Background: an optimization exercise with open tools, aiming at small area, a short achievable clock period and few clock cycles. Do not read the settings as production practice. RTL that was checked went through simulation tests only; none was proved equivalent to the original.

## rc6_core
module rc6_core (
    input  wire         clk,
    input  wire         rst,       
    input  wire         start,
    input  wire [1:0]   op,        
    input  wire [1:0]   klen,      
    input  wire [255:0] key,       
    input  wire [127:0] din,       
    output wire         ready,
    output reg          done,
    output reg          err,
    output reg  [127:0] dout       
);
export LEC_CHECK = 0
export CAP_MARGIN = 20
export CORE_MARGIN = 2
export CORE_UTILIZATION = 30
export PLACE_DENSITY = 0.5
export SLEW_MARGIN = 20
create_clock -name core_clock -period 18.0 [get_ports {clk}]
standard.sh (not shown) runs the stock make flow with config.mk's settings and CLKGATE_MAP_FILE= SYNTH_SCRIPT=/design/flow/synth_recipe.tcl, a recipe that flattens the netlist after the stock synthesis.
==> flow/flow/run.sh <==
#!/bin/bash
# Standard layout, with ORFS's timing repair asked to reach a larger setup
# margin than the clock needs, so the resizer works on the real critical paths.
set -euo pipefail
MARGIN=$(cat flow/margin.txt)
bash standard.sh synth > synth.log 2>&1
bash standard.sh SETUP_SLACK_MARGIN=$MARGIN finish > layout.log 2>&1
==> flow/flow/margin.txt <==
11.5
Then changed:
==> flow/flow/margin.txt (replaced) <==
12.5
Effect:
- The changed run completed without violations
- via count grows slightly
- register-to-register slack degrades by 0.02 ns
- fmax is about the same
No functional check of the RTL was part of any run of this note.


rc6_core, a different RTL version from the one above (not shown whole).
Size: roughly 14000 cells after synthesis, about 2200 flip-flops, ~520 I/O pins, about 110000 µm² of cells after synthesis.
==> flow/config.mk <==
export PLATFORM = sky130hd
export DESIGN_NAME = rc6_core
export DESIGN_NICKNAME = rc6_core
export VERILOG_FILES = /design/flow/design.v
export SDC_FILE = /design/flow/constraint.sdc
export NUM_CORES = 4
export LEC_CHECK = 0
export ABC_AREA = 1
export CAP_MARGIN = 20
export CORE_MARGIN = 2
export CORE_UTILIZATION = 30
export PLACE_DENSITY = 0.5
export SLEW_MARGIN = 20
==> flow/constraint.sdc <==
create_clock -name core_clock -period 18.0 [get_ports {clk}]
set_input_delay 3.6000 -clock core_clock [delete_from_list [all_inputs] [get_ports {clk}]]
set_output_delay 3.6000 -clock core_clock [all_outputs]
set_load 0.01 [all_outputs]
==> flow/flow/run.sh <==
#!/bin/bash
# The standard layout, with three changes to how it is made:
#  - ORFS's timing repair aims at a setup margin well beyond what the clock
#    needs (flow/margin.txt), so the resizer works on the real critical paths;
#  - ports are buffered with the smallest buffer instead of a delay cell;
#  - the clock tree uses clkbuf_8, sink clusters of up to 15 flip-flops and no dummy loads.
# Synthesis is the standard one, unchanged. Each step's full output goes to
# its own log here; ORFS keeps per-step logs under orfs/logs.
set -euo pipefail
MARGIN=$(cat flow/margin.txt)
bash standard.sh synth > synth.log 2>&1
bash standard.sh SETUP_SLACK_MARGIN=$MARGIN \
  "BUFFER_PORTS_ARGS=-buffer_cell sky130_fd_sc_hd__buf_1" \
  "CTS_ARGS=-sink_clustering_enable -repair_clock_nets -dont_use_dummy_load -buf_list sky130_fd_sc_hd__clkbuf_8 -sink_clustering_size 15 -sink_clustering_max_diameter 50" \
  finish > layout.log 2>&1
==> flow/flow/margin.txt <==
12
Testbench counts at the start, summed over its fixed seeds: cycles 18,632.
Rerun with:
==> flow/flow/run.sh (replaced) <==
#!/bin/bash
# Standard layout, with ORFS's timing repair asked to reach a larger setup
# margin than the clock needs, so the resizer works on the real critical paths.
set -euo pipefail
MARGIN=$(cat flow/margin.txt)
bash standard.sh synth > synth.log 2>&1
bash standard.sh SETUP_SLACK_MARGIN=$MARGIN finish > layout.log 2>&1
The changed run passed the timing, DRC and antenna checks.
Cell area is higher by a few percent.
Wire length rises slightly.
Global-route usage goes up by 0.48 points.
Die area is unchanged.
Worst setup slack degrades by 34 ps.
Non-clock buffer count increases by 4.
Core utilization is higher by 2.1 points.
Worst hold slack improved by 9.6 ps.
Rerun with:
==> flow/flow/run.sh (replaced) <==
#!/bin/bash
# The standard layout, with three changes to how it is made:
#  - ORFS's timing repair aims at a setup margin well beyond what the clock
#    needs (flow/margin.txt), so the resizer works on the real critical paths;
#  - ports are buffered with the smallest buffer instead of a delay cell;
#  - the clock tree uses clkbuf_8 and no dummy loads.
# Synthesis is the standard one, unchanged. Each step's full output goes to
# its own log here; ORFS keeps per-step logs under orfs/logs.
set -euo pipefail
MARGIN=$(cat flow/margin.txt)
bash standard.sh synth > synth.log 2>&1
bash standard.sh SETUP_SLACK_MARGIN=$MARGIN \
  "BUFFER_PORTS_ARGS=-buffer_cell sky130_fd_sc_hd__buf_1" \
  "CTS_ARGS=-sink_clustering_enable -repair_clock_nets -dont_use_dummy_load -buf_list sky130_fd_sc_hd__clkbuf_8" \
  finish > layout.log 2>&1
After rerunning: The new run went through all stages and came out clean. Hold slack is worse by 36 ps. Via count rose by about 0.6%. Wire length fell by 0.99%. Setup slack is better by 14 ps.
Rerun with:
--- a/flow/config.mk
+++ b/flow/config.mk
@@ -9,5 +9,5 @@
 export CAP_MARGIN = 20
 export CORE_MARGIN = 2
-export CORE_UTILIZATION = 30
-export PLACE_DENSITY = 0.5
+export CORE_UTILIZATION = 50
+export PLACE_DENSITY = 0.65
 export SLEW_MARGIN = 20
Effect:
- The new run produced a clean layout
- non-clock buffer count went down by 21
- die area went down by 40%
- via count went up by 1.2%
- utilization went up by 22 points
- synthesized area does not change
- maximum frequency went down by about 1.3%


Another version of the RTL of rc6_core (not shown whole).
Size: roughly 12000 cells after synthesis, ~520 I/O pins, roughly 120000 um^2 of cells after synthesis.
Settings: LEC_CHECK=0, CAP_MARGIN=20, CORE_MARGIN=2, CORE_UTILIZATION=30, PLACE_DENSITY=0.5, SLEW_MARGIN=20; clock period 18.0 ns.
==> flow/flow/run.sh <==
#!/bin/bash
# Standard layout, with ORFS's timing repair asked to reach a larger setup
# margin than the clock needs, so the resizer works on the real critical paths.
set -euo pipefail
MARGIN=$(cat flow/margin.txt)
bash standard.sh synth > synth.log 2>&1
bash standard.sh SETUP_SLACK_MARGIN=$MARGIN finish > layout.log 2>&1
==> flow/flow/margin.txt <==
10.5
Testbench counts at the start, summed over its fixed seeds: cycles 18,624.
Rerun with:
==> flow/run.sh (new file) <==
#!/bin/bash
# synth_recipe.tcl (not shown) runs the flow's synth.tcl, then flattens the netlist and writes it again
# the make line also repeats each setting of config.mk as NAME=value (left out here)
make -C /OpenROAD-flow-scripts/flow DESIGN_CONFIG=/design/flow/config.mk WORK_HOME=/design/flow/orfs CLKGATE_MAP_FILE= SYNTH_SCRIPT=/design/flow/synth_recipe.tcl finish
removed: flow/flow/run.sh
removed: flow/flow/margin.txt
removed: flow/standard.sh
Result: The changed run finished clean. Register-to-register slack degrades by 2.6 ns. Flip-flop and latch count stays the same. Critical path depth is lower by 3. Global-route usage is higher by 0.27 points. Via count is lower by 0.61%. Wire length is higher by 0.68%. Hold slack improves by 0.0069 ns.

==> what the ideal ports hide <==
No port has a modelled driver above. Below, the same layouts with a new extraction and two added sets of constraints. Step 1 (the two cells are an assumption about what drives the block):
set clk [get_ports {clk}]
set_driving_cell -lib_cell sky130_fd_sc_hd__clkbuf_16 $clk
set_driving_cell -lib_cell sky130_fd_sc_hd__buf_2 [delete_from_list [all_inputs] $clk]
Step 2 also shifts input and output timing later by t, the mid clock arrival at the registers, as if the neighbouring blocks saw the same clock. a / b / c = ideal ports / drivers / drivers and shift; a / b = the first two.
run | shift t [ns] | slack for setup (ns) | worst hold slack (ns)
the first run of note 1 | 1.024 | 11.118 / 11.118 / 10.568 | 0.254 / 0.254 / 0.254
the second run of note 1 | 1.054 | 11.101 / 11.101 / 11.101 | 0.278 / 0.278 / 0.278
the first run of note 2 | 1.147 | 12.160 / 12.160 / 11.524 | 0.268 / 0.268 / 0.268
the second run of note 2 | 1.015 | 12.125 / 12.125 / 11.200 | 0.278 / 0.278 / 0.278
the third run of note 2 | 1.152 | 12.140 / 12.140 / 11.551 | 0.242 / 0.242 / 0.242
the fourth run of note 2 | 1.169 | 12.061 / 12.061 / 11.148 | 0.240 / 0.240 / 0.240
the first run of note 3 | 1.043 | 10.594 / 10.594 / 9.944 | 0.243 / 0.243 / 0.243
the second run of note 3 | 1.068 | 7.960 / 7.960 / 7.960 | 0.250 / 0.250 / 0.250
After both steps setup and hold are still met in every run listed. The setup slack of the second run of note 2, which loses most, moves by 0.000 ns with the drivers and by -0.925 ns with both steps.
